From an optimization exercise on the open Yosys and OpenROAD flow, aimed at small area, a short achievable clock period and few clock cycles per item; shortcuts taken in it are not production practice. Function was checked by simulation only, so behaviour that the tests miss may differ from the original. Power figures rest on the tool's default switching activity, not on a simulated workload.

<file path="flow/config.mk">
export PLATFORM = sky130hd
export DESIGN_NAME = modexp_unit
export DESIGN_NICKNAME = modexp_unit
export VERILOG_FILES = /design/flow/design.v
export SDC_FILE = /design/flow/constraint.sdc
export NUM_CORES = 4
export LEC_CHECK = 0
export CAP_MARGIN = 20
export CORE_MARGIN = 2
export CORE_UTILIZATION = 40
export SLEW_MARGIN = 20
export SYNTH_HIERARCHICAL = 1
export SYNTH_MINIMUM_KEEP_SIZE = 0
</file>
<file path="flow/constraint.sdc">
create_clock -name core_clock -period 12.0 [get_ports {clk}]
set_input_delay 2.4000 -clock core_clock [delete_from_list [all_inputs] [get_ports {clk}]]
set_output_delay 2.4000 -clock core_clock [all_outputs]
set_load 0.01 [all_outputs]
</file>
<file path="flow/design.v">
module modexp_unit #(
    parameter integer W = 128
) (
    input  wire         clk,
    input  wire         rst,      
    input  wire         start,
    input  wire [W-1:0] a,
    input  wire [W-1:0] e,
    input  wire [W-1:0] n,
    output wire         ready,
    output reg          done,
    output reg          fault,
    output wire [W-1:0] r
);
    localparam integer K  = 66;           
    localparam integer RW = 2 * K;        
    localparam integer VW = 130;          
    localparam integer TW = 133;          
    localparam [2:0] S_IDLE = 3'd0,
                     S_CHK  = 3'd1,
                     S_DIV  = 3'd2,
                     S_PREP = 3'd3,
                     S_MUL  = 3'd4,
                     S_CPA  = 3'd5;
    localparam [1:0] M_SQR = 2'd0,
                     M_MUL = 2'd1,
                     M_OUT = 2'd2;
    localparam [1:0] C_CONV = 2'd0,
                     C_CLR  = 2'd1,
                     C_SET1 = 2'd2;
    reg [2:0]    state;
    reg          ready_q;
    reg [1:0]    mode;
    reg [1:0]    cop;
    reg [7:0]    ecnt;
    reg [5:0]    cnt;
    reg [8:0]    j_q;
    reg          first_q;
    reg          last_q;
    reg          c_q;
    reg [RW-1:0] n_q;       
    reg [W-1:0]  e_q;
    reg [RW-1:0] r_q;
    reg [RW-1:0] b_q;
    reg [VW-1:0] S_q;
    reg [VW-1:0] C_q;
    reg          k_q;
    reg [2:0]    x_q;       
    reg [2:0]    xnq;       
    reg [5:0]    w_q;       
    reg          pf_q;      
    reg [1:0]    pf_src;    
    reg          pf_prep;   
    reg [5:0]    idx;
    reg [1:0]    asub;
    reg          carry_q;
    reg          sbit_q;
    reg          nbit_q;
    reg [2:0]    qr_q;      
    reg          qall_q;    
    assign ready = ready_q;
    assign r     = r_q[W-1:0];
    wire [5:0] tidx = idx;
    wire [RW+5:0] rx = {6'b0, r_q};
    wire [RW+5:0] bx = {6'b0, b_q};
    wire [2:0] rdig = rx[3*tidx +: 3];
    wire [2:0] bdig = bx[3*tidx +: 3];
    wire       abit = rdig[asub];
    wire [128:0] y   = r_q[128:0];
    wire [128:0] xy0 = x_q[0] ? y : 129'd0;
    wire [128:0] xy1 = x_q[1] ? y : 129'd0;
    wire [128:0] xy2 = x_q[2] ? y : 129'd0;
    wire       q0 = qr_q[0];
    wire       q1 = qr_q[1];
    wire       q2 = qr_q[2];
    wire [TW-1:0] RS  = {3'b0, S_q};
    wire [TW-1:0] RC  = {3'b0, C_q};
    wire [TW-1:0] RX0 = {4'b0, xy0};
    wire [TW-1:0] RX1 = {3'b0, xy1, k_q};
    wire [TW-1:0] RX2 = {2'b0, xy2, 2'b0};
    wire [TW-1:0] RQ0 = q0 ? {5'b0, n_q[W-1:0]}       : {TW{1'b0}};
    wire [TW-1:0] RQ1 = q1 ? {4'b0, n_q[W-1:0], 1'b0} : {TW{1'b0}};
    wire [TW-1:0] RQ2 = q2 ? {3'b0, n_q[W-1:0], 2'b0} : {TW{1'b0}};
    wire [TW-1:0] a1, m1, a1b, m1b, a2, m2, a2b, m2b, a3, m3, sf, cf;
    assign a1[TW-1:130]  = 3'b0;  assign m1[TW-1:130]  = 3'b0;
    assign a1b[TW-1:131] = 2'b0;  assign m1b[TW-1:131] = 2'b0;
    assign a2[TW-1:131]  = 2'b0;  assign m2[TW-1:131]  = 2'b0;
    assign a2b[TW-1:132] = 1'b0;  assign m2b[TW-1:132] = 1'b0;
    assign a3[TW-1:132]  = 1'b0;  assign m3[TW-1:132]  = 1'b0;
    csa_row #(.W(130)) u_l1a (.a(RS[129:0]), .b(RC[129:0]), .c(RX0[129:0]),
                              .s(a1[129:0]), .m(m1[129:0]));
    wire [TW-1:0] b1 = {m1[TW-2:0], 1'b0};
    csa_row #(.W(131)) u_l1b (.a(RX1[130:0]), .b(RX2[130:0]), .c(RQ0[130:0]),
                              .s(a1b[130:0]), .m(m1b[130:0]));
    wire [TW-1:0] b1b = {m1b[TW-2:0], 1'b0};
    csa_row #(.W(131)) u_l2a (.a(a1[130:0]), .b(b1[130:0]), .c(a1b[130:0]),
                              .s(a2[130:0]), .m(m2[130:0]));
    wire [TW-1:0] b2 = {m2[TW-2:0], 1'b0};
    csa_row #(.W(132)) u_l2b (.a(b1b[131:0]), .b(RQ1[131:0]), .c(RQ2[131:0]),
                              .s(a2b[131:0]), .m(m2b[131:0]));
    wire [TW-1:0] b2b = {m2b[TW-2:0], 1'b0};
    csa_row #(.W(132)) u_l3  (.a(a2[131:0]), .b(b2[131:0]), .c(a2b[131:0]),
                              .s(a3[131:0]), .m(m3[131:0]));
    wire [TW-1:0] b3 = {m3[TW-2:0], 1'b0};
    csa_row #(.W(TW))  u_l4  (.a(a3), .b(b3), .c(b2b), .s(sf), .m(cf));
    wire          kf = sf[2] | sf[1] | sf[0] | cf[1] | cf[0];
    wire [K-1:0]  sch  = S_q[K-1:0];
    wire [K-1:0]  cch  = C_q[K-1:0];
    wire [K-1:0]  nch  = n_q[K-1:0];
    wire         lowbit = c_q ? sbit_q : x_q[0];
    wire [K-1:0] n2ch   = {nch[K-2:0], c_q & nbit_q};
    reg sel_conv, sel_one, sel_z, sel_zf;
    reg opb_n, opb_nn, opb_2n;    
    reg mul_q;    
    wire [K-1:0] opa = ({K{sel_conv}} & sch)
                     | ({K{sel_z}}    & {b_q[K-2:0], lowbit})
                     | {{(K-1){1'b0}}, sel_zf & ~c_q & x_q[0]};
    wire [K-1:0] opb = ({K{sel_conv}}         & cch)
                     | ({K{opb_n}}    & nch)
                     | ({K{opb_nn}}   & ~nch)
                     | ({K{opb_2n}}   & n2ch);
    wire         cin = c_q ? carry_q
                           : ((sel_conv & k_q) | sel_one | opb_nn);
    wire [K:0] sum = {1'b0, opa} + {1'b0, opb} + {{K{1'b0}}, cin};
    wire nxt_mul = (mode == M_SQR) & e_q[W-1];
    wire nxt_out = ~nxt_mul & (ecnt == 8'd1);
    wire escan = (ecnt != 8'd0) & ~e_q[W-1];
    wire bad_n = ~n_q[0] | (n_q[W-1:1] == {(W-1){1'b0}});
    always @(posedge clk) begin
        if (rst) begin
            state    <= S_IDLE;
            ready_q  <= 1'b1;
            done     <= 1'b0;
            sel_conv <= 1'b0;
            sel_one  <= 1'b0;
            sel_z    <= 1'b0;
            sel_zf   <= 1'b0;
            opb_n    <= 1'b0;
            opb_nn   <= 1'b0;
            opb_2n   <= 1'b0;
            mul_q    <= 1'b0;
            pf_q     <= 1'b0;
        end else begin
            done <= 1'b0;
            case (state)
                S_IDLE: begin
                    ecnt    <= 8'd128;
                    j_q     <= 9'd0;
                    first_q <= 1'b1;
                    last_q  <= 1'b0;
                    c_q     <= 1'b0;
                    if (start) begin
                        state   <= S_CHK;
                        ready_q <= 1'b0;
                    end
                end
                S_CHK: begin
                    fault <= bad_n;
                    if (bad_n) begin
                        cop   <= C_CLR;
                        state <= S_CPA;
                    end else begin
                        state  <= S_DIV;
                        sel_zf <= 1'b1;
                        opb_nn <= 1'b1;
                    end
                    if (escan) ecnt <= ecnt - 1'b1;
                end
                S_DIV: begin
                    if (escan) ecnt <= ecnt - 1'b1;
                    c_q <= ~c_q;
                    if (c_q) begin
                        j_q     <= j_q + 1'b1;
                        first_q <= 1'b0;
                        last_q  <= (j_q == 9'd258);
                        sel_zf  <= 1'b0;
                        sel_z   <= ~last_q;
                        opb_n   <= (j_q != 9'd258) & ~last_q & sum[K-1];
                        opb_nn  <= (j_q != 9'd258) & ~last_q & ~sum[K-1];
                        opb_2n  <= (j_q == 9'd258) & sum[K-1];
                        if (last_q) begin
                            state   <= S_PREP;
                            pf_q    <= (ecnt != 8'd0) & ~escan;
                            pf_src  <= (ecnt == 8'd1) ? PF_1 : PF_R;
                            pf_prep <= 1'b1;
                        end
                    end
                end
                S_PREP: begin
                    cnt  <= 6'd0;
                    pf_q <= 1'b0;
                    if (ecnt == 8'd0) begin
                        cop     <= C_SET1;
                        sel_one <= 1'b1;
                        state   <= S_CPA;
                    end else begin
                        ecnt  <= ecnt - 1'b1;
                        state <= S_MUL;
                        mul_q <= 1'b1;
                        mode  <= (ecnt == 8'd1) ? M_OUT : M_SQR;
                    end
                end
                S_MUL: begin
                    cnt <= cnt + 1'b1;
                    if (cnt == 6'd43) begin
                        cop      <= C_CONV;
                        sel_conv <= 1'b1;
                        mul_q    <= 1'b0;
                        state    <= S_CPA;
                    end
                end
                S_CPA: begin
                    c_q <= ~c_q;
                    if (!c_q) begin
                        pf_q    <= (cop == C_CONV) & (mode != M_OUT);
                        pf_src  <= nxt_mul ? PF_B : (nxt_out ? PF_1 : PF_R);
                        pf_prep <= 1'b0;
                    end else begin
                        pf_q    <= 1'b0;
                    end
                    if (c_q) begin
                        sel_conv <= 1'b0;
                        sel_one  <= 1'b0;
                        if (cop != C_CONV) begin
                            state   <= S_IDLE;
                            ready_q <= 1'b1;
                            done    <= 1'b1;
                        end else if (mode == M_OUT) begin
                            if (qall_q) begin
                                cop <= C_CLR;
                            end else begin
                                state   <= S_IDLE;
                                ready_q <= 1'b1;
                                done    <= 1'b1;
                            end
                        end else begin
                            cnt   <= 6'd0;
                            state <= S_MUL;
                            mul_q <= 1'b1;
                            if (nxt_mul) begin
                                mode <= M_MUL;
                            end else begin
                                ecnt <= ecnt - 1'b1;
                                mode <= nxt_out ? M_OUT : M_SQR;
                            end
                        end
                    end
                end
                default: begin
                    state   <= S_IDLE;
                    ready_q <= 1'b1;
                end
            endcase
        end
    end
    always @(posedge clk) begin
        if (mul_q) begin
            S_q <= sf[TW-1:3];
            C_q <= cf[TW-2:2];
        end else begin
            S_q <= {{K{1'b0}}, S_q[VW-1:K]};
            C_q <= {{K{1'b0}}, C_q[VW-1:K]};
        end
        k_q <= mul_q & kf;
    end
    localparam [1:0] PF_R = 2'd0,    
                     PF_B = 2'd1,    
                     PF_1 = 2'd2;    
    wire [5:0] rlow = pf_prep ? r_q[5:0] : r_q[K+5:K];
    reg  [2:0] d0, d1;
    always @(*) begin
        case (pf_src)
            PF_B:    begin d0 = b_q[2:0]; d1 = b_q[5:3]; end
            PF_1:    begin d0 = 3'b001;   d1 = 3'b000;   end
            default: begin d0 = rlow[2:0]; d1 = rlow[5:3]; end
        endcase
    end
    wire [2:0] xy_first = (d0[0] ? rlow[2:0] : 3'd0) + (d0[1] ? {rlow[1:0], 1'b0} : 3'd0)
                        + (d0[2] ? {rlow[0], 2'b0} : 3'd0);
    wire [2:0] xf = (mode == M_OUT) ? 3'b000 : ((mode == M_MUL) ? bdig : rdig);
    wire [5:0] wlo_mul = (xnq[0] ? y[5:0] : 6'd0) + (xnq[1] ? {y[4:0], 1'b0} : 6'd0)
                       + (xnq[2] ? {y[3:0], 2'b0} : 6'd0);
    wire [2:0] whi_mul = (xf[0] ? y[2:0] : 3'd0) + (xf[1] ? {y[1:0], 1'b0} : 3'd0)
                       + (xf[2] ? {y[0], 2'b0} : 3'd0);
    wire [5:0] w_mul   = {wlo_mul[5:3] + whi_mul, wlo_mul[2:0]};
    wire [5:0] w_first = {d1, d0} * rlow;
    wire [2:0] qn_mul, qn_first;
    qnext u_qn (.s(S_q[5:0]), .c(C_q[5:0]), .k(k_q), .w(w_q), .q(qr_q),
                .n(n_q[5:0]), .q_next(qn_mul));
    qdigit u_qf (.u(xy_first), .n(n_q[2:1]), .q(qn_first));
    always @(posedge clk) begin
        qr_q <= mul_q ? qn_mul : qn_first;
        w_q  <= mul_q ? w_mul : w_first;
        if (pf_q) begin
            x_q <= d0;
            xnq <= d1;
        end else if (mul_q) begin
            x_q <= xnq;
            xnq <= xf;
        end else if (state == S_IDLE) begin
            x_q <= {2'b0, a[W-1]};
        end else if (state == S_DIV && c_q) begin
            x_q <= {2'b0, (j_q < 9'd127) ? abit : 1'b0};
        end
    end
    always @(posedge clk) begin
        case (state)
            S_IDLE: begin
                n_q  <= {{(RW-W){1'b0}}, n};
                e_q  <= e;
                r_q  <= {{(RW-W){1'b0}}, a};
                idx  <= 6'd42;            
                asub <= 2'd0;
            end
            S_CHK: begin
                if (escan) e_q <= e_q << 1;
            end
            S_DIV: begin
                if (escan) e_q <= e_q << 1;
                b_q     <= {sum[K-1:0], b_q[RW-1:K]};
                if (last_q) r_q <= {sum[K-1:0], r_q[RW-1:K]};
                carry_q <= sum[K];
                sbit_q  <= b_q[K-1];
                nbit_q  <= nch[K-1];
                n_q     <= {n_q[K-1:0], n_q[RW-1:K]};
                if (c_q) begin
                    if (asub == 2'd0) begin
                        asub <= 2'd2;
                        if (idx != 6'd0) idx <= idx - 1'b1;
                    end else begin
                        asub <= asub - 1'b1;
                    end
                end
            end
            S_PREP: begin
                idx <= 6'd2;
                if (ecnt != 8'd0) e_q <= e_q << 1;
            end
            S_MUL: begin
                qall_q <= ((cnt == 6'd0) | qall_q) & q0 & q1 & q2;
                idx <= idx + 1'b1;
            end
            S_CPA: begin
                r_q     <= {sum[K-1:0], r_q[RW-1:K]};
                carry_q <= sum[K];
                if (c_q && cop == C_CONV && mode != M_OUT) begin
                    idx <= 6'd2;
                    if (!nxt_mul) e_q <= e_q << 1;
                end
            end
            default: ;
        endcase
    end
endmodule
module csa_row #(
    parameter integer W = 8
) (
    input  wire [W-1:0] a,
    input  wire [W-1:0] b,
    input  wire [W-1:0] c,
    output wire [W-1:0] s,
    output wire [W-1:0] m
);
    assign s = a ^ b ^ c;
    assign m = (a & b) | (a & c) | (b & c);
endmodule
module qdigit (
    input  wire [2:0] u,
    input  wire [2:1] n,
    output wire [2:0] q
);
    assign q[0] = u[0];
    assign q[1] = u[1] ^ (u[0] & ~n[1]);
    assign q[2] = u[2] ^ (u[1] & ~n[1]) ^ (u[0] & ~n[2]) ^ (u[1] & u[0] & ~n[1]);
endmodule
module qnext (
    input  wire [5:0] s,
    input  wire [5:0] c,
    input  wire       k,
    input  wire [5:0] w,
    input  wire [2:0] q,
    input  wire [5:0] n,
    output wire [2:0] q_next
);
    wire [5:0] r6 = q[0] ? n : 6'd0;
    wire [5:0] r7 = {q[1] ? n[4:0] : 5'd0, k};
    wire [5:0] r8 = {q[2] ? n[3:0] : 4'd0, 2'b0};
    wire [5:0] a1, m1, a2, m2, a3, m3;
    csa_row #(.W(6)) u_1 (.a(s),  .b(c),  .c(w),  .s(a1), .m(m1));
    csa_row #(.W(6)) u_2 (.a(r6), .b(r7), .c(r8), .s(a2), .m(m2));
    csa_row #(.W(6)) u_3 (.a(a1), .b({m1[4:0], 1'b0}), .c(a2), .s(a3), .m(m3));
    wire [5:0] sv, cv;
    csa_row #(.W(6)) u_4 (.a(a3), .b({m3[4:0], 1'b0}), .c({m2[4:0], 1'b0}), .s(sv), .m(cv));
    wire       ci = (|sv[2:0]) | (|cv[1:0]);
    wire [2:0] u  = sv[5:3] + cv[4:2] + {2'b0, ci};
    qdigit u_d (.u(u), .n(n[2:1]), .q(q_next));
endmodule
</file>
<file path="flow/flow/run.sh">
#!/bin/bash
# Layout flow: the standard flow (standard.sh), unchanged, except that
set -euo pipefail
margin=$(tr -d ' \n' < flow/margin.txt)
portbuf=$(tr -d ' \n' < flow/port_buffer.txt)
export BUFFER_PORTS_ARGS="-buffer_cell ${portbuf}"
sed "s|\"\${@:-finish}\"|SETUP_SLACK_MARGIN=${margin} \"\${@:-finish}\"|" standard.sh > standard_margin.sh
bash standard.sh synth > synth.log 2>&1
bash standard_margin.sh finish > layout.log 2>&1
</file>
<file path="flow/flow/margin.txt">
7.5
</file>
<file path="flow/flow/port_buffer.txt">
sky130_fd_sc_hd__buf_1
</file>
<file path="flow/standard.sh">
#!/bin/bash
# synth_recipe.tcl (not shown) runs the flow's synth.tcl, then flattens the netlist and writes it again
# the make line also repeats each setting of config.mk as NAME=value (left out here)
make -C /OpenROAD-flow-scripts/flow DESIGN_CONFIG=/design/flow/config.mk WORK_HOME=/design/flow/orfs CLKGATE_MAP_FILE= SYNTH_SCRIPT=/design/flow/synth_recipe.tcl "${@:-finish}"
</file>
==> metrics.md, run 1 <==
| Metric | Value |
|---|---|
| Die Span Y | `between 400 and 500 um` |
| First-pass GRT wire length | `311 mm` |
| Pins over their slew limit | `0` |
| Drt first-iter violations | `4068` |
| DRC Markers | `0` |
| Fillers | `14.7k` |
| Tightest Pin Transition | `1.18 ns` |
| CP required | `12.50 ns` |
| Clk pin slew, worst setup/hold paths | `0.06 ns` |
| Max_cap viols | `0` |
| CTS root buffer | `clkbuf_16` |
| Sequential-to-total area share from yosys stat | `35.9%` |
| Peak supply drop | `308 uV` |
| Cell area after synthesis | `0.0639 sq mm` |
| Gr usage total | `26.0%` |
| RD Place Congestion | `0.944` |
| Ys flop type | `edfxtp_1` |
| R2R Setup Slk | `roughly 7.5 ns` |
| Area growth syn-to-layout | `11.5%` |
| Top post-synthesis cells by area | `edfxtp_1 27%, fa_1 26%, and2_1 9.2%, dfxtp_1 8.9%, mux2_2 5.1%` |
| Yosys reg bits | `859` |
| Placeable core area | `0.158 sq mm` |
| Vias in the first global route | `45.9k` |
| WS Path Type | `flop to flop` |
| Yosys top cell area share | `27.0%` |
| Initial Util | `between 40 and 50%` |
| Layout cells sized above 1 | `11.4%` |
| Clk buf depth | `3` |
| WL/cell | `26.7 um` |
| Psw | `11.6 mW` |
| Reg-to-reg startpoint | `sel_conv` |
| Worst clock skew | `around 0.053 ns` |
| Routed Antenna Nets | `0` |
| Fmax | `roughly 220 MHz` |
| Min-Delay Startpoint | `b_q[130]` |
| Pint | `between 10 and 15 mW` |
| Clock latency on the worst-skew pair | `0.77 ns` |
| Num CTS Buffers | `105` |
| Fin crit period | `between 4 and 5 ns` |
| Netlist cell types | `88` |
| Nets | `7033` |
| Sw Ratio | `46.2%` |
| Total number of vias | `43.9k` |
| Via density | `~5.6` |
| Yosys warning count | `7` |
| Top cell type by total area after synthesis | `edfxtp_1` |
| Drt pass-1 iters | `6` |
| Normalized max-slew margin | `20.7%` |
| Comb power frac | `slightly below 60%` |
| Clk network pwr share | `13.3%` |
| Placed cell area | `0.0668 sq mm` |
| I/O Buffers | `517` |
| Run status | `complete, no violations` |
| I/O pin total | `approximately 520` |
| Horizontal die dimension | `a little over 400 um` |
| Seq pwr share | `27.2%` |
| Crit end category | `flop` |
| Final hold slack | `0.447 ns` |
| Total Negative Setup Slacks | `0 ns` |
| Worst min-delay path category | `flop to flop` |
| Total power | `25.2 mW` |
| Syn Area/Cell | `11.8 sq um` |
| Post-route cell area | `0.0712 sq mm` |
| Rows | `146` |
| Count leader, synth | `and2_1` |
| RSZ-0062 raised after global routing | `yes` |
| Post-synth EDFFs | `575` |
| Congestion Overflow GR | `0` |
| H-tree Lvls | `3` |
| Area of the multi-input gates | `0.0389 sq mm` |
| Die area | `0.163 sq mm` |
| TritonCTS clock tree | `built` |
| Max FO, Critical Path | `38` |
| Leak | `29.7 nW` |
| PwrDens | `353 mW/mm^2` |
| Antenna violations before repair | `28` |
| Largest net degree at the start of global routing | `106` |
| Worst path arrival time | `around 5.0 ns` |
| Place WS | `6.52 ns` |
| Setup ws final | `approximately 7.5 ns` |
| Worst setup path start | `sel_conv` |
| Ys async rst share | `0%` |
| # clock sinks | `859` |
| HPWL Detailed | `between 150 and 200 mm` |
| Worst setup SP type | `flop` |
| # hold bufs at CTS | `0` |
| Top cells by count, synth | `934 x and2_1, 850 x nand2_1, 828 x fa_1` |
| Hold Vio Cnt, Final | `0` |
| Final WL | `approximately 210 mm` |
| Synth Instances | `5421` |
| Period utilization | `37.1%` |
| Endpoints failing setup | `0` |
| FF+latch area | `approximately 0.023 sq mm` |
[worst max-delay path, stage by stage (launching register included)]
cell	delay, ns
dfxtp_4	0.37
buf_16	0.18
a32o_1	0.27
a211oi_2	0.25
fa_2	0.31
fa_1	0.24
nor2b_1	0.08
o31a_1	0.36
o311ai_4	0.27
buf_4	0.20
a31oi_4	0.12
a31oi_4	0.29
o31ai_4	0.13
a221oi_4	0.39
o221ai_1	0.22
xor2_1	0.18
mux2_2	0.28
[area by class of cell]
class                      count  share of cell area (%)
multi-input combinational   4110                    54.6
sequential                   859                    32.3
clock buffer                 138                    4.11
timing repair buffer         589                    4.04
tap                         2072                    3.64
clock inverter                62                   0.933
inverter                      61                   0.346
antenna                        4                  0.0141
[per-module statistics from Yosys, one instance, submodules excluded, excerpt]
module       cells inside  times used  flops+latches
qnext                  23           1              0
qdigit                  7           2              0
modexp_unit          4571           1            859
[power groups by stage]
stage / logic (mW) / registers, mW / clock network [mW]
2_1_floorplan: 11.5 / 5.53 / 0
3_3_place_gp: 14.4 / 6.95 / 0
3_5_place_dp: 14.7 / 6.94 / 0
4_1_cts: 15.0 / 6.87 / 3.40
5_1_grt: 17.2 / 6.96 / 3.51
6_report: 15.0 / 6.85 / 3.35
[path summary, 6_finish.rpt]
path	endpoint	depth (start not counted)
worst min register to register	b_q[64]	0
worst max register to register	r_q[110]	16
worst max-delay path	r_q[110]	16
worst min-delay path	b_q[64]	0
[repair_timing]
item                                    4_1_cts  5_1_grt
gates resized for setup                      37       34
setup buffers                                10       17
endpoints found under the setup margin      115       32
gates cloned                                  3        0
pin swaps                                     1        8
[registers in the layout, indices dropped and copies added, names as in the netlist, 2 cells and up]
name	flops
C_q	130
S_q	130
asub	2
b_q	132
cnt	6
cop	2
e_q	128
ecnt	8
idx	6
j_q	9
mode	2
n_q	132
pf_src	2
qr_q	3
r_q	132
state	3
w_q	6
x_q	3
xnq	3
[placed cells by master (no fill, tap or decap), types with 12 or more instances in the layout]
| master | count |
|---|---|
| a21o_1 | 41 |
| a21oi_1 | 97 |
| a22o_1 | 77 |
| a22oi_1 | 73 |
| a31oi_1 | 12 |
| and2_1 | 934 |
| buf_1 | 517 |
| buf_4 | 40 |
| clkbuf_1 | 17 |
| clkbuf_16 | 107 |
| clkbuf_8 | 13 |
| clkinv_1 | 12 |
| clkinv_2 | 22 |
| conb_1 | 28 |
| dfxtp_1 | 275 |
| edfxtp_1 | 575 |
| fa_1 | 827 |
| ha_1 | 91 |
| inv_1 | 57 |
| mux2_2 | 288 |
| mux2i_1 | 80 |
| mux4_2 | 62 |
| nand2_1 | 847 |
| nand2b_1 | 12 |
| nand3_1 | 27 |
| nand4_1 | 23 |
| nor2_1 | 149 |
| nor2b_1 | 20 |
| nor3_1 | 26 |
| nor4_1 | 35 |
| o21ai_0 | 49 |
| o21ai_1 | 12 |
| o21bai_1 | 20 |
| xnor2_1 | 68 |
| xor2_1 | 38 |
[metal layers]
layer  global-route usage, %  part of all wire (%)  vias to the layer above
li1                        -                     -                    18800
met1                    35.9                    41                    22800
met2                    40.7                    46                     1826
met3                    5.51                   9.2                      334
met4                    8.56                   3.4                       12
met5                       0                 0.038                        -
[kinds of logic (layout without fill, tap and decap cells)]
logic type | after synthesis | in the layout | share of synthesized area (%)
and+or+nand+nor | 2128 | 2128 | 16.9
adders and majority gates | 921 | 921 | 27.8
DFF | 859 | 859 | 35.9
AOI/OAI and AO/OA | 492 | 492 | 5.51
buffers and inverters | 478 | 850 | 3.74
muxes | 434 | 434 | 8.66
xor gates and xnor gates | 107 | 107 | 1.49
other | 2 | 32 | 0.0118
[metrics by stage]
stage / util [%] / instances
2_1_floorplan: - / 5447
3_3_place_gp: 42.2 / 7661
3_5_place_dp: 42.2 / 7661
4_1_cts: 44.7 / 7874
5_1_grt: 44.9 / 7891
6_report: 44.9 / 7895
Testbench counts, summed over its fixed seeds: cycles 443,934, items 48.
==> inputs of run 2 (changes only) <==
==> flow/flow/margin.txt (replaced) <==
8.0
--- a/flow/config.mk
+++ b/flow/config.mk
@@ -10,2 +10,4 @@
 export CORE_UTILIZATION = 40
+export CTS_CLUSTER_DIAMETER = 100
+export CTS_CLUSTER_SIZE = 20
 export SLEW_MARGIN = 20
==> run 2 against run 1 <==
Against the previous run: critical path depth up 3; combinational power up 9%; hold slack worse by 0.0068 ns; register-to-register slack better by 0.29 ns; clock power down 39%; sequential share of layout area down 0.42 points; cell count up 1.2%; global-route usage up 1.1 points; non-clock buffer count up 190; routed wire length up 5.5%; clock skew down 0.0072 ns; worst setup slack better by 0.29 ns; largest cell class unchanged; highest routed layer unchanged.
==> metrics.md, run 2 <==
| Metric | Value |
|---|---|
| Run status | `complete, no violations` |
| Worst min-delay path category | `flop to flop` |
| Clk pin slew, worst setup/hold paths | `0.10 ns` |
| Crit path top cell by count | `buf_4` |
| Slowest-stage cell, CP | `dfxtp_4` |
| Hold Vio Cnt, Final | `0` |
| Antenna violations before repair | `23` |
| Worst path arrival time | `4.64 ns` |
| Ys flop type | `edfxtp_1` |
| CP Capture Point | `r_q[127]` |
| Fin crit period | `4.17 ns` |
| Initial Util | `40.3%` |
| First-pass GRT wire length | `around 320 mm` |
| Num CTS Buffers | `53` |
| Count leader, synth | `and2_1` |
| Reg-to-reg startpoint | `sel_conv` |
| Final WL | `~220 mm` |
| Yosys reg bits | `roughly 860` |
| Fmax | `240 MHz` |
| Max_cap viols | `0` |
| Placeable core area | `between 0.15 and 0.2 sq mm` |
| RD Place Congestion | `roughly 0.94` |
| Yosys warning count | `7` |
| Total power | `between 20 and 25 mW` |
| CTS root buffer | `clkbuf_16` |
| Top Registers | `b_q: 132 flops, n_q: 132 flops, r_q: 132 flops` |
| Horizontal die dimension | `404 um` |
| Fillers | `14.7k` |
| Synth Instances | `about 5.4k` |
| R2R cell count | `19` |
| Routed Antenna Nets | `0` |
| CP required | `12.47 ns` |
| Worst clock skew | `0.0456 ns` |
| Rows | `between 100 and 150` |
| Total number of vias | `45.3k` |
| Peak supply drop | `around 230 uV` |
| Period utilization | `34.7%` |
| Congestion Overflow GR | `0` |
| Top post-synthesis cells by area | `edfxtp_1 27%, fa_1 26%, and2_1 9.2%, dfxtp_1 8.9%, mux2_2 5.1%` |
| I/O Buffers | `517` |
| # hold bufs at CTS | `0` |
| Drt pass-1 iters | `8` |
| Final hold slack | `~0.44 ns` |
| Tightest Pin Transition | `1.21 ns` |
| # clock sinks | `859` |
| Worst setup SP type | `flop` |
| Post-synth EDFFs | `around 580` |
| Max FO, Critical Path | `8` |
| H-tree Lvls | `2` |
| Levels on crit path | `19` |
| Die area | `approximately 0.16 sq mm` |
| Worst Path Buf+Inv | `6` |
| Commonest cells after routing, fill and taps aside | `932 x and2_1, 844 x nand2_1, 823 x fa_1` |
| DRC Markers | `0` |
| Top cells by count, synth | `934 x and2_1, 850 x nand2_1, 828 x fa_1` |
| Nets | `7171` |
| Cell area after synthesis | `0.0639 sq mm` |
| PwrDens | `approximately 340 mW/mm^2` |
| Commonest non-fill, non-tap cell in the layout | `and2_1` |
| Leak | `between 30 and 40 nW` |
| Largest delay contributor family on the critical path | `compound AO/OA/AOI/OAI gates` |
| Clk buf depth | `3` |
| CP Cell Sequence | `buf_12 -> buf_16 -> buf_4 -> buf_4 -> a22oi_1 -> nand2_1 -> ha_4 -> a21o_1 -> a21o_1 -> a211oi_4 -> o211ai_1 -> a311oi_4 -> buf_6 -> o31ai_4 -> a31oi_4 -> buf_4 -> o21bai_1 -> xor2_1 -> mux2_2` |
| Critical path's largest stage delay | `around 0.40 ns` |
| Area of the multi-input gates | `just under 0.04 sq mm` |
| Via density | `5.67` |
| Ys async rst share | `0%` |
| Syn Area/Cell | `between 10 and 15 sq um` |
| Layout cells sized above 1 | `between 10% and 20%` |
| Vias in the first global route | `46.3k` |
| Top cell type by total area after synthesis | `edfxtp_1` |
| Largest net degree at the start of global routing | `189` |
| Worst setup path start | `sel_conv` |
| Total Negative Setup Slacks | `0 ns` |
| Normalized max-slew margin | `18.5%` |
| WS Path Type | `flop to flop` |
| RSZ-0062 raised after global routing | `yes` |
| Area growth syn-to-layout | `12.9%` |
| Crit end category | `flop` |
| FF+latch area | `0.0230 sq mm` |
| Worst r2r dst | `r_q[127]` |
| Endpoints failing setup | `0` |
| R2R Setup Slk | `7.83 ns` |
| Clock latency on the worst-skew pair | `0.72 ns` |
| Yosys top cell area share | `27.0%` |
| Gr usage total | `27.0%` |
| Die Span Y | `404 um` |
| Pins over their slew limit | `0` |
| Sequential-to-total area share from yosys stat | `35.9%` |
| I/O pin total | `roughly 520` |
| Netlist cell types | `88` |
| Drt first-iter violations | `4813` |
| WL/cell | `27.9 um` |
| HPWL Detailed | `155 mm` |
| TritonCTS clock tree | `built` |
==> run 2: cell counts after synthesis <==
No cell type changed its count.
==> run 2: worst min-delay path by stage <==
stage,from,slack (ns),endpoint,cells past startpoint
after floorplan,b_q[78],0.42,b_q[12],0
after global placement,b_q[69],0.43,b_q[3],0
after detailed placement,b_q[129],0.43,b_q[63],0
after CTS,b_q[97],0.45,b_q[31],0
after global routing,b_q[112],0.45,b_q[46],0
final,b_q[97],0.44,b_q[31],0
==> run 2: where the power goes <==
group	total [mW]	leakage (nW)	switching (mW)	internal, mW
clock	2.05	0.805	1.16	0.892
combinational	16.3	21.3	8.91	7.36
sequential	6.45	7.97	1.67	4.78
total	24.8	30.1	11.7	13.0
==> run 2: cells by family after synthesis <==
kind of cell             share of synthesized area [%]
AO/OA/AOI/OAI                                     5.51
XOR/XNOR                                          1.49
adder cells (fa/ha/maj)                           27.8
buffers and inverters                             3.74
flip-flops                                        35.9
multiplexers                                      8.66
other                                           0.0118
AND/OR/NAND/NOR                                   16.9
==> run 2: final cells by class <==
cell class | instances | share of cell area [%]
Inverter | 61 | 0.352
Sequential cell | 859 | 31.9
Multi-Input combinational cell | 4110 | 54.8
Tap cell | 2072 | 3.60
Antenna cell | 10 | 0.0347
Clock buffer | 85 | 2.09
Timing Repair Buffer | 779 | 6.99
Clock inverter | 14 | 0.241
==> run 2: per-layer routing <==
metal	vias up	wire length, um	track usage, %
li1	19100	-	-
met1	23800	92200	38.2
met2	2122	103000	42.7
met3	301	19900	4.62
met4	8	7440	7.97
met5	-	52	0
==> run 2: stage by stage <==
stage | instance area [sq um] | instances | setup slack [ns] | util, %
6_report | 72100 | 7990 | 7.83 | 45.5
4_1_cts | 71200 | 7931 | 7.90 | 45.0
2_1_floorplan | 64000 | 5447 | 6.66 | -
5_1_grt | 72100 | 7981 | 7.65 | 45.5
3_3_place_gp | 66800 | 7659 | 6.81 | 42.2
3_5_place_dp | 66800 | 7659 | 6.66 | 42.2
==> run 2: per-module statistics from Yosys, one instance, submodules excluded, a selection <==
module | times used | cells inside
qnext | 1 | 23
modexp_unit | 1 | 4571
qdigit | 2 | 7
==> run 2: timing repair <==
| action | in CTS | in global routing |
|---|---|---|
| pin swaps | 44 | 71 |
| gates resized for setup | 170 | 82 |
| setup buffers | 158 | 42 |
| endpoints found under the setup margin | 467 | 116 |
| cloned | 15 | 6 |
==> inputs of run 3 (changes only) <==
==> flow/flow/margin.txt (replaced) <==
7.5
==> run 3 against run 2 <==
Against the previous run: worst setup slack worse by 0.26 ns; die area unchanged; largest cell class unchanged; non-clock buffer count down 189.
==> metrics.md, run 3 <==
| Metric | Value |
|---|---|
| Fillers | `14.9k` |
| Ys async rst share | `0%` |
| Run status | `complete, no violations` |
| Place WS | `6.52 ns` |
| Endpoints failing setup | `0` |
| Antenna violations before repair | `23` |
| Simple-gate portion of the synthesized area | `between 10% and 20%` |
| Worst min-delay path category | `flop to flop` |
| HPWL Detailed | `~160 mm` |
| Synth Area in Adders | `27.8%` |
| Yosys warning count | `7` |
| I/O Buffers | `517` |
| WL/cell | `26.9 um` |
| Xor-xnor portion of the synthesized cell area | `1.49%` |
| # hold bufs at CTS | `0` |
| Top cell type by total area after synthesis | `edfxtp_1` |
| Clock latency on the worst-skew pair | `0.74 ns` |
| Critical path's largest stage delay | `about 0.72 ns` |
| Post-synth EDFFs | `575` |
| Worst path arrival time | `just under 5 ns` |
| Combinational family with the most area after synthesis | `adder cells` |
| Yosys top cell area share | `a little over a quarter` |
| RD Place Congestion | `0.944` |
| Crit end category | `flop` |
| CP required | `12.53 ns` |
| Largest net degree at the start of global routing | `106` |
| Area of the multi-input gates | `0.0389 sq mm` |
| Syn Area/Cell | `11.8 sq um` |
| Die Span Y | `404 um` |
| Area growth syn-to-layout | `8.56%` |
| Commonest cells after routing, fill and taps aside | `934 x and2_1, 848 x nand2_1, 826 x fa_1` |
| Worst Path Buf+Inv | `0` |
| Sequential-to-total area share from yosys stat | `35.9%` |
| DRC Markers | `0` |
| Slowest-stage cell, CP | `edfxtp_1` |
| Largest delay contributor family on the critical path | `adder cells` |
| Layout cells sized above 1 | `9.86%` |
| Ys flop type | `edfxtp_1` |
| H-tree Lvls | `2` |
| Total power | `23.8 mW` |
| Total number of vias | `about 44k` |
| Clk pin slew, worst setup/hold paths | `0.10 ns` |
| Vias in the first global route | `45.2k` |
| Placeable core area | `0.158 sq mm` |
| Count leader, synth | `and2_1` |
| Fin crit period | `roughly 4.4 ns` |
| Fmax | `226 MHz` |
| Core Util, Final | `43.8%` |
| Peak supply drop | `305 uV` |
| Normalized max-slew margin | `25.2%` |
| Max_cap viols | `0` |
| Routed Antenna Nets | `0` |
| Initial Util | `between 40% and 50%` |
| Top Registers | `b_q: 132 flops, n_q: 132 flops, r_q: 132 flops` |
| Synth Instances | `5421` |
| CTS root buffer | `clkbuf_16` |
| Worst setup SP type | `flop` |
| WS Path Type | `flop to flop` |
| # clock sinks | `859` |
| Synth Area in Compound Gates | `5.51%` |
| Num CTS Buffers | `54` |
| RSZ-0062 raised after global routing | `yes` |
| Via density | `between 5 and 6` |
| PwrDens | `roughly 340 mW/mm^2` |
| Netlist cell types | `88` |
| Pins over their slew limit | `0` |
| TritonCTS clock tree | `built` |
| Total Negative Setup Slacks | `0 ns` |
| Yosys reg bits | `859` |
| Horizontal die dimension | `404 um` |
| CP Cell Sequence | `mux2i_1 -> nor2b_1 -> a21oi_1 -> nor2_1 -> fa_1 -> ha_1 -> ha_1 -> ha_1 -> fa_1 -> xnor2_1 -> xnor2_1 -> xnor2_1 -> mux2i_1` |
| Top cells by count, synth | `934 x and2_1, 850 x nand2_1, 828 x fa_1` |
| Commonest non-fill, non-tap cell in the layout | `and2_1` |
| Final hold slack | `0.398 ns` |
| Period utilization | `between 30% and 40%` |
| Hold Vio Cnt, Final | `0` |
| Congestion Overflow GR | `0` |
| Final WL | `210 mm` |
| Tightest Pin Transition | `1.11 ns` |
| Top post-synthesis cells by area | `edfxtp_1 27%, fa_1 26%, and2_1 9.2%, dfxtp_1 8.9%, mux2_2 5.1%` |
| Mux share of post-synthesis cell area | `8.66%` |
| Leak | `28.8 nW` |
| Max FO, Critical Path | `10` |
| FF+latch area | `0.0230 sq mm` |
| Rows | `146` |
| Setup ws final | `7.58 ns` |
| I/O pin total | `approximately 520` |
| Nets | `6983` |
| Worst clock skew | `between 0.09 and 0.1 ns` |
| Drt pass-1 iters | `5` |
| Cell area after synthesis | `0.0639 sq mm` |
| Drt first-iter violations | `3988` |
| Clk buf depth | `3` |
| First-pass GRT wire length | `309 mm` |
| Gr usage total | `~26%` |
| Die area | `between 0.15 and 0.2 sq mm` |
-- run 3: cell types whose count changed in the layout (fill, tap and decap cells not counted), sizes merged --
cell | previous run | this run
buf | 760 | 586
clkbuf | 92 | 88
bufbuf | 12 | 3
diode | 10 | 2
clkinvlp | 1 | 0
clkinv | 4 | 5
-- run 3: worst paths after layout --
kind                               from      end  slack, ns  depth (start not counted)
worst max-delay path             r_q[2]   w_q[5]       7.58                         13
worst min-delay path            b_q[81]  b_q[15]       0.40                          0
worst max register to register   r_q[2]   w_q[5]       7.58                         13
worst min register to register  b_q[81]  b_q[15]       0.40                          0
-- run 3: modules after synthesis, one instance, submodules excluded, a selection --
| module | cells | cell area (sq um) | flip-flops and latches | copies in the design |
|---|---|---|---|---|
| qdigit | 7 | 50.0 | 0 | 2 |
| modexp_unit | 4571 | 47300 | 859 | 1 |
| qnext | 23 | 168 | 0 | 1 |
-- run 3: layout make-up --
| cell class | count | share of cell area, % |
|---|---|---|
| multi-input combinational | 4110 | 56.1 |
| clock inverter | 14 | 0.287 |
| tap | 2072 | 3.74 |
| clock buffer | 87 | 2.20 |
| sequential | 859 | 33.2 |
| inverter | 61 | 0.356 |
| timing repair buffer | 590 | 4.20 |
| antenna | 2 | 0.00722 |
-- run 3: layer usage --
metal	vias to the layer above	track usage [%]	wire, um
li1	18700	-	-
met1	22900	35.9	87700
met3	283	4.97	18100
met4	12	7.40	6920
met5	-	0	112
met2	1701	40.7	97200
-- run 3: through the flow --
stage | instances | cell area [sq um]
after floorplan | 5447 | 64000
after global placement | 7661 | 66800
after detailed placement | 7661 | 66800
after CTS | 7777 | 69000
after global routing | 7793 | 69300
final | 7795 | 69300
-- run 3: report_power, final --
part           internal, mW  total [mW]  switching, mW
clock                 0.908        2.09           1.18
combinational          6.78        14.9           8.14
sequential             4.78        6.84           2.06
total                  12.5        23.8           11.4
-- run 3: worst reg2reg max path, cell delays in order, from the launching register on --
cell	delay [ns]
edfxtp_1	0.72
mux2i_1	0.57
nor2b_1	0.09
a21oi_1	0.44
nor2_1	0.13
fa_1	0.49
ha_1	0.29
ha_1	0.30
ha_1	0.20
fa_1	0.45
xnor2_1	0.21
xnor2_1	0.16
xnor2_1	0.14
mux2i_1	0.10
-- run 3: logic make-up after synthesis --
logic type / count (synthesis)
other: 2
and+or+nand+nor: 2128
muxes: 434
xor gates and xnor gates: 107
buffers and inverters: 478
DFF: 859
AOI/OAI and AO/OA: 492
adders and majority gates: 921
-- run 3: timing repair --
item / CTS / global route
buffers inserted: 12 / 15
endpoints found under the hold margin: 0 / 0
pin swaps: 1 / 11
cloned: 3 / 1
setup endpoints to repair: 107 / 30
gates resized for setup: 40 / 30
==> inputs of run 4 (changes only) <==
--- a/flow/design.v
+++ b/flow/design.v
@@ -44,4 +44,4 @@
     reg [RW-1:0] b_q;
-    reg [VW-1:0] S_q;
-    reg [VW-1:0] C_q;
+    reg [VW-1:0] Sn_q;      
+    reg [VW-1:0] Cn_q;
     reg          k_q;
@@ -69,5 +69,5 @@
     wire [128:0] y   = r_q[128:0];
-    wire [128:0] xy0 = x_q[0] ? y : 129'd0;
-    wire [128:0] xy1 = x_q[1] ? y : 129'd0;
-    wire [128:0] xy2 = x_q[2] ? y : 129'd0;
+    wire [128:0] xy0n = ~(y & {129{x_q[0]}});
+    wire [128:0] xy1n = ~(y & {129{x_q[1]}});
+    wire [128:0] xy2n = ~(y & {129{x_q[2]}});
     wire       q0 = qr_q[0];
@@ -75,35 +75,38 @@
     wire       q2 = qr_q[2];
-    wire [TW-1:0] RS  = {3'b0, S_q};
-    wire [TW-1:0] RC  = {3'b0, C_q};
-    wire [TW-1:0] RX0 = {4'b0, xy0};
-    wire [TW-1:0] RX1 = {3'b0, xy1, k_q};
-    wire [TW-1:0] RX2 = {2'b0, xy2, 2'b0};
-    wire [TW-1:0] RQ0 = q0 ? {5'b0, n_q[W-1:0]}       : {TW{1'b0}};
-    wire [TW-1:0] RQ1 = q1 ? {4'b0, n_q[W-1:0], 1'b0} : {TW{1'b0}};
-    wire [TW-1:0] RQ2 = q2 ? {3'b0, n_q[W-1:0], 2'b0} : {TW{1'b0}};
+    wire [127:0] nq0n = ~(n_q[W-1:0] & {W{q0}});
+    wire [127:0] nq1n = ~(n_q[W-1:0] & {W{q1}});
+    wire [127:0] nq2n = ~(n_q[W-1:0] & {W{q2}});
+    wire [TW-1:0] RS  = {3'b111, Sn_q};
+    wire [TW-1:0] RC  = {3'b111, Cn_q};
+    wire [TW-1:0] RX0 = {4'b1111, xy0n};
+    wire [TW-1:0] RX1 = {3'b111, xy1n, ~k_q};
+    wire [TW-1:0] RX2 = {2'b11, xy2n, 2'b11};
+    wire [TW-1:0] RQ0 = {5'b11111, nq0n};
+    wire [TW-1:0] RQ1 = {4'b1111, nq1n, 1'b1};
+    wire [TW-1:0] RQ2 = {3'b111, nq2n, 2'b11};
     wire [TW-1:0] a1, m1, a1b, m1b, a2, m2, a2b, m2b, a3, m3, sf, cf;
-    assign a1[TW-1:130]  = 3'b0;  assign m1[TW-1:130]  = 3'b0;
-    assign a1b[TW-1:131] = 2'b0;  assign m1b[TW-1:131] = 2'b0;
-    assign a2[TW-1:131]  = 2'b0;  assign m2[TW-1:131]  = 2'b0;
-    assign a2b[TW-1:132] = 1'b0;  assign m2b[TW-1:132] = 1'b0;
-    assign a3[TW-1:132]  = 1'b0;  assign m3[TW-1:132]  = 1'b0;
+    assign a1[TW-1:130]  = 3'b111;  assign m1[TW-1:130]  = 3'b111;
+    assign a1b[TW-1:131] = 2'b11;   assign m1b[TW-1:131] = 2'b11;
+    assign a2[TW-1:131]  = 2'b11;   assign m2[TW-1:131]  = 2'b11;
+    assign a2b[TW-1:132] = 1'b1;    assign m2b[TW-1:132] = 1'b1;
+    assign a3[TW-1:132]  = 1'b1;    assign m3[TW-1:132]  = 1'b1;
     csa_row #(.W(130)) u_l1a (.a(RS[129:0]), .b(RC[129:0]), .c(RX0[129:0]),
                               .s(a1[129:0]), .m(m1[129:0]));
-    wire [TW-1:0] b1 = {m1[TW-2:0], 1'b0};
+    wire [TW-1:0] b1 = {m1[TW-2:0], 1'b1};
     csa_row #(.W(131)) u_l1b (.a(RX1[130:0]), .b(RX2[130:0]), .c(RQ0[130:0]),
                               .s(a1b[130:0]), .m(m1b[130:0]));
-    wire [TW-1:0] b1b = {m1b[TW-2:0], 1'b0};
+    wire [TW-1:0] b1b = {m1b[TW-2:0], 1'b1};
     csa_row #(.W(131)) u_l2a (.a(a1[130:0]), .b(b1[130:0]), .c(a1b[130:0]),
                               .s(a2[130:0]), .m(m2[130:0]));
-    wire [TW-1:0] b2 = {m2[TW-2:0], 1'b0};
+    wire [TW-1:0] b2 = {m2[TW-2:0], 1'b1};
     csa_row #(.W(132)) u_l2b (.a(b1b[131:0]), .b(RQ1[131:0]), .c(RQ2[131:0]),
                               .s(a2b[131:0]), .m(m2b[131:0]));
-    wire [TW-1:0] b2b = {m2b[TW-2:0], 1'b0};
+    wire [TW-1:0] b2b = {m2b[TW-2:0], 1'b1};
     csa_row #(.W(132)) u_l3  (.a(a2[131:0]), .b(b2[131:0]), .c(a2b[131:0]),
                               .s(a3[131:0]), .m(m3[131:0]));
-    wire [TW-1:0] b3 = {m3[TW-2:0], 1'b0};
+    wire [TW-1:0] b3 = {m3[TW-2:0], 1'b1};
     csa_row #(.W(TW))  u_l4  (.a(a3), .b(b3), .c(b2b), .s(sf), .m(cf));
-    wire          kf = sf[2] | sf[1] | sf[0] | cf[1] | cf[0];
-    wire [K-1:0]  sch  = S_q[K-1:0];
-    wire [K-1:0]  cch  = C_q[K-1:0];
+    wire          kf = ~(sf[2] & sf[1] & sf[0] & cf[1] & cf[0]);
+    wire [K-1:0]  sch  = ~Sn_q[K-1:0];
+    wire [K-1:0]  cch  = ~Cn_q[K-1:0];
     wire [K-1:0]  nch  = n_q[K-1:0];
@@ -257,7 +260,7 @@
         if (mul_q) begin
-            S_q <= sf[TW-1:3];
-            C_q <= cf[TW-2:2];
+            Sn_q <= sf[TW-1:3];
+            Cn_q <= cf[TW-2:2];
         end else begin
-            S_q <= {{K{1'b0}}, S_q[VW-1:K]};
-            C_q <= {{K{1'b0}}, C_q[VW-1:K]};
+            Sn_q <= {{K{1'b1}}, Sn_q[VW-1:K]};
+            Cn_q <= {{K{1'b1}}, Cn_q[VW-1:K]};
         end
@@ -287,3 +290,3 @@
     wire [2:0] qn_mul, qn_first;
-    qnext u_qn (.s(S_q[5:0]), .c(C_q[5:0]), .k(k_q), .w(w_q), .q(qr_q),
+    qnext u_qn (.s(~Sn_q[5:0]), .c(~Cn_q[5:0]), .k(k_q), .w(w_q), .q(qr_q),
                 .n(n_q[5:0]), .q_next(qn_mul));
==> flow/flow/margin.txt (replaced) <==
8.0
==> run 4 against run 3 <==
Against the previous run: flip-flop and latch count unchanged; synthesized cell count rose by 3.3%; sequential share of layout area down 0.38 points; critical endpoint unchanged; largest power group unchanged.
==> metrics.md, run 4 <==
| Metric | Value |
|---|---|
| CP Cell Sequence | `buf_6 -> buf_12 -> mux4_2 -> mux4_2 -> a22oi_2 -> nand2_1 -> o211ai_2 -> nor2b_2 -> fa_1 -> ha_2 -> xor2_1 -> xnor2_1 -> xnor2_1 -> xnor2_1 -> xnor2_1 -> xnor2_1 -> mux2i_1` |
| Peak supply drop | `between 200 and 250 uV` |
| Worst min-delay path category | `flop to flop` |
| Area growth syn-to-layout | `11.9%` |
| Count leader, synth | `nand2_1` |
| Crit end category | `flop` |
| CTS root buffer | `clkbuf_16` |
| Num CTS Buffers | `51` |
| Worst setup SP type | `flop` |
| Endpoints failing setup | `0` |
| Top post-synthesis cells by area | `edfxtp_1 28%, fa_1 26%, nand2_1 10%, dfxtp_1 9.1%, mux2_2 5.1%` |
| Pins over their slew limit | `0` |
| Placeable core area | `0.156 sq mm` |
| Commonest cells after routing, fill and taps aside | `1692 x nand2_1, 823 x fa_1, 575 x edfxtp_1` |
| Slowest-stage cell, CP | `mux4_2` |
| Synth Instances | `5602` |
| Reg-to-reg startpoint | `idx[0]` |
| Top cells by count, synth | `1697 x nand2_1, 828 x fa_1, 575 x edfxtp_1` |
| Worst path arrival time | `4.82 ns` |
| Yosys warning count | `7` |
| Period utilization | `35.5%` |
| RSZ-0062 raised after global routing | `yes` |
| Total number of vias | `45.7k` |
| Yosys reg bits | `859` |
| Clk buf depth | `3` |
| Initial Util | `40.2%` |
| R2R cell count | `17` |
| Fmax | `235 MHz` |
| Worst setup path start | `idx[0]` |
| Run status | `complete, no violations` |
| Drt pass-1 iters | `5` |
| Largest net degree at the start of global routing | `139` |
| Final WL | `about 220 mm` |
| Ys flop type | `edfxtp_1` |
| Critical path's largest stage delay | `0.52 ns` |
| Clk pin slew, worst setup/hold paths | `0.10 ns` |
| Fin crit period | `between 4 and 5 ns` |
| Antenna violations before repair | `19` |
| Top cell type by total area after synthesis | `edfxtp_1` |
| WS Path Type | `flop to flop` |
| # clock sinks | `859` |
| Clock latency on the worst-skew pair | `0.71 ns` |
| First-pass GRT wire length | `~320 mm` |
| Tightest Pin Transition | `1.10 ns` |
| Yosys top cell area share | `between 20% and 30%` |
| H-tree Lvls | `2` |
| Crit path top cell by count | `xnor2_1` |
| Hold Vio Cnt, Final | `0` |
| Horizontal die dimension | `400 um` |
| I/O pin total | `518` |
| PwrDens | `358 mW/mm^2` |
| WL/cell | `27.3 um` |
| Ys async rst share | `0%` |
| Post-synth EDFFs | `575` |
| Worst r2r dst | `w_q[5]` |
| Top Registers | `b_q: 132 flops, n_q: 132 flops, r_q: 132 flops` |
| Worst clock skew | `0.0503 ns` |
| CP required | `12.56 ns` |
| Netlist cell types | `95` |
| RD Place Congestion | `0.974` |
| Die area | `about 0.16 sq mm` |
| Sequential-to-total area share from yosys stat | `36.6%` |
| R2R Setup Slk | `7.74 ns` |
| Total Negative Setup Slacks | `0 ns` |
| Total power | `around 25 mW` |
| Leak | `approximately 24 nW` |
| I/O Buffers | `517` |
| Final hold slack | `0.434 ns` |
| HPWL Detailed | `around 160 mm` |
| Layout cells sized above 1 | `14.0%` |
| Normalized max-slew margin | `26.4%` |
| CP Capture Point | `w_q[5]` |
| Cell area after synthesis | `0.0627 sq mm` |
| TritonCTS clock tree | `built` |
| Syn Area/Cell | `between 10 and 15 sq um` |
| Commonest non-fill, non-tap cell in the layout | `nand2_1` |
| Die Span Y | `400 um` |
| Max FO, Critical Path | `6` |
| Via density | `5.63` |
| Routed Antenna Nets | `0` |
| Drt first-iter violations | `4424` |
| Vias in the first global route | `46.6k` |
| Nets | `7318` |
| Max_cap viols | `0` |
| Gr usage total | `27.4%` |
| Congestion Overflow GR | `0` |
| Rows | `between 100 and 150` |
| Core Util, Final | `45.0%` |
| DRC Markers | `0` |
[run 4: worst min-delay path by stage]
stage / start / endpoint / slack (ns) / cells after the start
finish: b_q[104] / b_q[38] / 0.43 / 0
global route: b_q[104] / b_q[38] / 0.46 / 0
CTS: b_q[104] / b_q[38] / 0.44 / 0
detailed placement: b_q[100] / b_q[34] / 0.44 / 0
global placement: b_q[95] / b_q[29] / 0.43 / 0
floorplan: b_q[76] / b_q[10] / 0.42 / 0
[run 4: final cells by class]
class                           count  area, sq um
Fill cell                       14500        85700
Multi-Input combinational cell   4213        37600
Sequential cell                   859        23000
Timing Repair Buffer              821         5130
Tap cell                         2058         2570
Clock buffer                       88         1490
Inverter                           64          288
Clock inverter                      8         82.6
Antenna cell                        6         15.0
Timing Repair inverter              1         8.76
[run 4: layer usage]
layer	up-vias	GRT usage, %	part of all wire, %
met2	2247	43.6	46
met4	26	12.5	5.7
met3	484	6.50	9.4
li1	19400	-	-
met5	-	0	0.079
met1	23500	35.6	39
[run 4: worst max-delay path: cells and delay by family, from the launching register on]
| kind | cells | cell delay (ns) |
|---|---|---|
| xor+xnor | 6 | 0.93 |
| simple gates | 2 | 0.18 |
| flops | 1 | 0.39 |
| compound gates | 2 | 0.52 |
| mux | 3 | 1.11 |
| buf+inv | 2 | 0.28 |
| fa+ha+maj | 2 | 0.70 |
[run 4: metrics by stage]
stage	instance area, sq um	std cells	setup slack [ns]
4_1_cts	69100	8049	7.76
3_5_place_dp	65200	7751	6.62
3_3_place_gp	65200	7750	6.66
2_1_floorplan	62800	5628	6.65
5_1_grt	70100	8112	7.61
6_report	70100	8118	7.74
[run 4: logic make-up (layout without fill, tap and decap cells)]
group / Yosys count / in the layout / share of synthesized area [%]
flops: 859 / 859 / 36.6
mux: 436 / 436 / 8.95
simple gates: 2219 / 2219 / 14.8
xor+xnor: 109 / 109 / 1.53
fa+ha+maj: 920 / 920 / 28.3
compound gates: 501 / 501 / 5.33
other cells: 2 / 34 / 0.0120
buf+inv: 556 / 982 / 4.46
[run 4: where the power goes]
group / leakage, nW / switching, mW / total [mW] / internal [mW]
clock: 0.755 / 1.13 / 1.99 / 0.861
sequential: 7.98 / 1.59 / 6.38 / 4.79
combinational: 15.4 / 9.24 / 16.7 / 7.48
[run 4: repair_timing]
item | CTS | global route
cloned | 7 | 5
pin swaps | 23 | 40
setup buffers | 195 | 58
setup endpoints to repair | 732 | 106
resized for setup | 99 | 85
hold buffers | 0 | 0
[run 4: modules after synthesis, one instance, submodules excluded, a selection]
module | cells inside | flip-flops and latches | copies in the design | area (sq um)
modexp_unit | 4752 | 859 | 1 | 46100
qnext | 23 | 0 | 1 | 168
qdigit | 7 | 0 | 2 | 50.0
Testbench counts of run 4, summed over its fixed seeds: cycles 443,934, items 48.
==> inputs of run 5 (changes only) <==
==> flow/flow/margin.txt (replaced) <==
8.5
==> run 5 against run 4 <==
Against the previous run: global-route usage is 0.98 points higher; core utilization is 3.8 points higher; die area stayed put; via count is 4.3% higher; still clean; area after synthesis stayed put; sequential power is 3.4% lower; sequential share of layout area is 2.5 points lower; count of clock-buffer cells in the layout is 1 higher; maximum frequency is 1.2% lower; largest power group unchanged; register-to-register slack worse by 0.05 ns; total power is 7.6% higher.
==> metrics.md, run 5 <==
| Metric | Value |
|---|---|
| Yosys reg bits | `859` |
| Placed cells | `just under 8k` |
| Period utilization | `around 36%` |
| Final non-filler cell total | `~8.4k` |
| R2R Setup Slk | `7.69 ns` |
| Placeable core area | `roughly 0.16 sq mm` |
| Cell area after synthesis | `0.0627 sq mm` |
| Worst setup SP type | `flop` |
| Top Registers | `b_q: 132 flops, n_q: 132 flops, r_q: 132 flops` |
| Fin crit period | `4.31 ns` |
| Pins over their slew limit | `0` |
| Clock latency on the worst-skew pair | `a little over 0.7 ns` |
| Commonest cells after routing, fill and taps aside | `1612 x nand2_1, 736 x fa_1, 575 x edfxtp_1` |
| Fillers | `13.9k` |
| Congestion Overflow GR | `0` |
| Largest net degree at the start of global routing | `142` |
| Post-synth EDFFs | `575` |
| Ys async rst share | `0%` |
| Die area | `0.160 sq mm` |
| Leak | `26.9 nW` |
| Synth Instances | `5602` |
| Layout cells sized above 1 | `around a quarter` |
| HPWL Detailed | `between 150 and 200 mm` |
| Yosys top cell area share | `27.5%` |
| Horizontal die dimension | `400 um` |
| CTS root buffer | `clkbuf_16` |
| Final hold slack | `0.450 ns` |
| TritonCTS clock tree | `built` |
| Fmax | `232 MHz` |
| DRC Markers | `0` |
| Crit end category | `flop` |
| RD Place Congestion | `0.957` |
| CP required | `around 12 ns` |
| Top cells by count, synth | `1697 x nand2_1, 828 x fa_1, 575 x edfxtp_1` |
| Routed Antenna Nets | `0` |
| Area growth syn-to-layout | `21.2%` |
| I/O pin total | `between 500 and 600` |
| Initial Util | `40.2%` |
| Syn Area/Cell | `11.2 sq um` |
| Clk pin slew, worst setup/hold paths | `approximately 0.10 ns` |
| Nets | `around 7.6k` |
| Netlist cell types | `between 90 and 100` |
| Normalized max-slew margin | `21.8%` |
| Endpoints failing setup | `0` |
| Top cell type by total area after synthesis | `edfxtp_1` |
| Peak supply drop | `between 200 and 250 uV` |
| # hold bufs at CTS | `0` |
| Core Util, Final | `48.8%` |
| Die Span Y | `400 um` |
| Drt first-iter violations | `5531` |
| Worst min-delay path category | `flop to flop` |
| Final WL | `236 mm` |
| Antenna violations before repair | `17` |
| WS Path Type | `flop to flop` |
| Run status | `complete, no violations` |
| Total Negative Setup Slacks | `0 ns` |
| Worst path arrival time | `4.79 ns` |
| Rows | `145` |
| Via density | `roughly 5.7` |
| Tightest Pin Transition | `1.17 ns` |
| WL/cell | `28.1 um` |
| Worst clock skew | `0.0629 ns` |
| H-tree Lvls | `2` |
| Gr usage total | `~28%` |
| Sequential-to-total area share from yosys stat | `between 30% and 40%` |
| Ys flop type | `edfxtp_1` |
| Hold Vio Cnt, Final | `0` |
| Total number of vias | `47.7k` |
| Max_cap viols | `0` |
| Yosys warning count | `7` |
| Drt pass-1 iters | `5` |
| First-pass GRT wire length | `330 mm` |
| Clk buf depth | `3` |
| # clock sinks | `~860` |
| Num CTS Buffers | `53` |
| Commonest non-fill, non-tap cell in the layout | `nand2_1` |
| PwrDens | `355 mW/mm^2` |
| I/O Buffers | `517` |
| Vias in the first global route | `47.5k` |
| Count leader, synth | `nand2_1` |
| Max FO, Critical Path | `5` |
| Total power | `27.0 mW` |
| Top post-synthesis cells by area | `edfxtp_1 28%, fa_1 26%, nand2_1 10%, dfxtp_1 9.1%, mux2_2 5.1%` |
| RSZ-0062 raised after global routing | `yes` |
[run 5: cells by family (layout without fill, tap and decap cells)]
family	after synthesis	in the layout	synth area share, %
simple gates	2219	2219	14.8
fa+ha+maj	920	920	28.3
flops	859	859	36.6
buf+inv	556	1248	4.46
compound gates	501	501	5.33
mux	436	436	8.95
xor+xnor	109	109	1.53
other cells	2	33	0.0120
[run 5: critical path, cell delays in order, from the launching register on]
cell and delay (ns):
edfxtp_1 0.54, nor2b_2 0.19, a21o_1 0.10, a222oi_1 0.08
fa_2 0.39, fa_2 0.37, nor2b_2 0.15, o2111ai_2 0.18
a211oi_2 0.22, buf_4 0.18, buf_6 0.11, o21ai_4 0.07
a211oi_4 0.29, buf_4 0.18, nor2_4 0.06, o2111ai_4 0.38
o31ai_4 0.14, xnor2_2 0.17, mux2_2 0.26
[run 5: area by class of cell]
type | count | area (sq um) | share of cell area, %
flip-flops and latches | 859 | 23000 | 30.3
repair inverters | 5 | 87.6 | 0.115
inverters | 64 | 315 | 0.415
clock buffers | 89 | 1530 | 2.01
diodes | 5 | 12.5 | 0.0165
repair buffers | 1079 | 9030 | 11.9
clock inverters | 11 | 118 | 0.155
multi-input cells | 4213 | 39300 | 51.8
well taps | 2058 | 2570 | 3.39
[run 5: metrics by stage]
| stage | worst slack [ns] | area, sq um |
|---|---|---|
| after global routing | 7.60 | 76000 |
| after global placement | 6.57 | 65300 |
| after CTS | 7.81 | 72900 |
| final | 7.69 | 76000 |
| after detailed placement | 6.51 | 65300 |
| after floorplan | 6.65 | 63000 |
[run 5: routing by layer]
metal / share of wire (%) / up-vias / track usage (%)
met4: 5.5 / 16 / 12.5
met2: 44 / 2705 / 43.4
met1: 39 / 24500 / 38.7
met5: 0.044 / - / 0
li1: - / 20000 / -
met3: 11 / 498 / 6.55
[run 5: worst paths after layout]
path                   end  cells after the start     start
hold / removal     b_q[50]                      0  b_q[116]
setup / recovery  r_q[124]                     18       c_q
setup reg to reg  r_q[124]                     18       c_q
hold reg to reg    b_q[50]                      0  b_q[116]
[run 5: power by group]
part           total [mW]  switching, mW  internal [mW]  leakage, nW
clock                2.05           1.16          0.892        0.795
combinational        18.8           10.1           8.73         18.1
sequential           6.16           1.36           4.79         7.99
total                27.0           12.6           14.4         26.9
[run 5: what timing repair did]
action                                  4_1_cts  5_1_grt
buffers inserted                            368      107
gates cloned                                 22       25
resized for setup                           559      438
endpoints found under the setup margin      966      573
pin swaps                                    91      471
[run 5: per-module statistics from Yosys, one instance, submodules excluded, excerpt]
module	flip-flops and latches	copies in the design	cells
qdigit	0	2	7
qnext	0	1	23
modexp_unit	859	1	4752
==> inputs of run 6 (changes only) <==
==> flow/flow/margin.txt (replaced) <==
8.0
--- a/flow/config.mk
+++ b/flow/config.mk
@@ -10,4 +10,4 @@
 export CORE_UTILIZATION = 40
-export CTS_CLUSTER_DIAMETER = 100
-export CTS_CLUSTER_SIZE = 20
+export CTS_CLUSTER_DIAMETER = 110
+export CTS_CLUSTER_SIZE = 24
 export SLEW_MARGIN = 20
==> run 6 against run 5 <==
Against the previous run: cell count down 3.4%; largest power group unchanged; sequential power increased by 4.7%; core utilization down 3.9 points; critical endpoint is now w_q[5].
==> metrics.md, run 6 <==
| Metric | Value |
|---|---|
| Top post-synthesis cells by area | `edfxtp_1 28%, fa_1 26%, nand2_1 10%, dfxtp_1 9.1%, mux2_2 5.1%` |
| Yosys warning count | `7` |
| Die area | `0.160 sq mm` |
| CP required | `12.56 ns` |
| Antenna violations before repair | `21` |
| # hold bufs at CTS | `0` |
| Via density | `approximately 5.7` |
| H-tree Lvls | `2` |
| Max FO, Critical Path | `6` |
| Crit end category | `flop` |
| Worst clock skew | `0.0735 ns` |
| PwrDens | `358 mW/mm^2` |
| Clock latency on the worst-skew pair | `0.71 ns` |
| Ys flop type | `edfxtp_1` |
| Drt first-iter violations | `4592` |
| Syn Area/Cell | `11.2 sq um` |
| Yosys reg bits | `859` |
| Clk buf depth | `3` |
| Period utilization | `35.3%` |
| Commonest non-fill, non-tap cell in the layout | `nand2_1` |
| Die Span Y | `400 um` |
| Count leader, synth | `nand2_1` |
| Worst path arrival time | `4.80 ns` |
| Netlist cell types | `between 90 and 100` |
| Initial Util | `40.2%` |
| Layout cells sized above 1 | `14.0%` |
| WL/cell | `27.5 um` |
| Pins over their slew limit | `0` |
| Total power | `25.0 mW` |
| Yosys top cell area share | `27.5%` |
| CTS root buffer | `clkbuf_16` |
| Nets | `7301` |
| Top cells by count, synth | `1697 x nand2_1, 828 x fa_1, 575 x edfxtp_1` |
| Worst setup SP type | `flop` |
| Synth Instances | `5602` |
| Routed Antenna Nets | `0` |
| Total Negative Setup Slacks | `0 ns` |
| Worst min-delay path category | `flop to flop` |
| Rows | `about 150` |
| HPWL Detailed | `157 mm` |
| I/O pin total | `518` |
| Run status | `complete, no violations` |
| Commonest cells after routing, fill and taps aside | `1693 x nand2_1, 823 x fa_1, 575 x edfxtp_1` |
| Vias in the first global route | `46.6k` |
| Final WL | `between 200 and 250 mm` |
| Num CTS Buffers | `44` |
| Tightest Pin Transition | `1.09 ns` |
| Post-synth EDFFs | `approximately 580` |
| # clock sinks | `859` |
## run 6: cell count changes in the layout (fill, tap and decap cells not counted), moves of 20 or more
cell	previous run	this run
buf_1	415	507
buf_12	51	31
nand2_4	29	1
fa_2	92	5
clkbuf_16	76	50
nand2_2	56	4
buf_6	213	17
buf_4	318	221
xnor2_1	46	70
fa_1	736	823
nand2_1	1612	1693
## run 6: logic make-up after synthesis
| group | count (synthesis) | synth area share [%] |
|---|---|---|
| buffers and inverters | 556 | 4.46 |
| adders and majority gates | 920 | 28.3 |
| other | 2 | 0.0120 |
| DFF | 859 | 36.6 |
| muxes | 436 | 8.95 |
| xor gates and xnor gates | 109 | 1.53 |
| and+or+nand+nor | 2219 | 14.8 |
| AOI/OAI and AO/OA | 501 | 5.33 |
## run 6: power breakdown
part           total [mW]  switching, mW  internal (mW)
combinational        16.7           9.20           7.48
clock                1.88           1.11          0.770
sequential           6.45           1.66           4.79
total                25.0           12.0           13.0
## run 6: path summary, 6_finish.rpt
path / start / end / slack [ns] / cells after the start
max: idx[0] / w_q[5] / 7.76 / 17
min: b_q[104] / b_q[38] / 0.43 / 0
min reg2reg: b_q[104] / b_q[38] / 0.43 / 0
max reg2reg: idx[0] / w_q[5] / 7.76 / 17
## run 6: critical path, stage by stage, from the launching register on
cell,delay (ns)
edfxtp_1,0.39
buf_6,0.14
buf_12,0.15
mux4_2,0.52
mux4_2,0.50
a22oi_2,0.26
nand2_1,0.10
o211ai_2,0.25
nor2b_2,0.08
fa_1,0.52
ha_2,0.17
xor2_1,0.16
xnor2_1,0.15
xnor2_1,0.16
xnor2_1,0.16
xnor2_1,0.16
xnor2_1,0.15
mux2i_1,0.09
## run 6: layout make-up
type	instances	area (sq um)
fill	14600	85900
multi-input combinational	4214	37600
antenna	14	35.0
clock buffer	72	1260
timing repair inverter	1	8.76
inverter	64	289
timing repair buffer	810	5020
sequential	859	23000
clock inverter	10	135
tap	2058	2570
## run 6: Yosys stat by module (local to each module, per instance), a selection
module	flip-flops and latches	cells inside
qnext	0	23
modexp_unit	859	4752
qdigit	0	7
## run 6: timing repair
action                     4_1_cts  5_1_grt
cloned                           8        5
setup buffers                  180       62
setup endpoints to repair      722       97
gates resized for setup        109       88
pin swaps                       25       50
## run 6: layer usage
metal  vias up  track usage (%)  wire (um)
met5         -                0        160
met4        22             12.5      12700
met3       458             6.49      21900
met2      2356             43.5     102000
met1     23600             35.8      85600
li1      19400                -          -
## run 6: metrics by stage
stage               instances  utilization, %
floorplan                5628               -
CTS                      8021            44.2
detailed placement       7751            41.9
global route             8088            44.9
finish                   8102            44.9
global placement         7750            41.8

-- port drivers added, routing unchanged --
The results above use ideal ports. As a check the final layouts listed here were re-extracted and re-timed, cells and wires unchanged. Step 1 assumes that a clkbuf_16 drives the clock port and a buf_2 every other input. Step 2, shift: input delay + t, output delay - t, t = (earliest + latest rising clock arrival at the registers) / 2. This alone moves slack from input paths to output paths. Slacks: ideal / step 1 / step 2; pairs: ideal / step 1.
run	t (ns)	setup slack, ns
run 1	0.826	7.545 / 7.545 / 7.545
run 2	0.788	7.833 / 7.833 / 7.833
run 3	0.771	7.576 / 7.576 / 7.576
run 4	0.742	7.743 / 7.743 / 7.743
run 5	0.776	7.691 / 7.691 / 7.691
run 6	0.737	7.761 / 7.761 / 7.761
After both steps setup and hold are still met in every run listed.
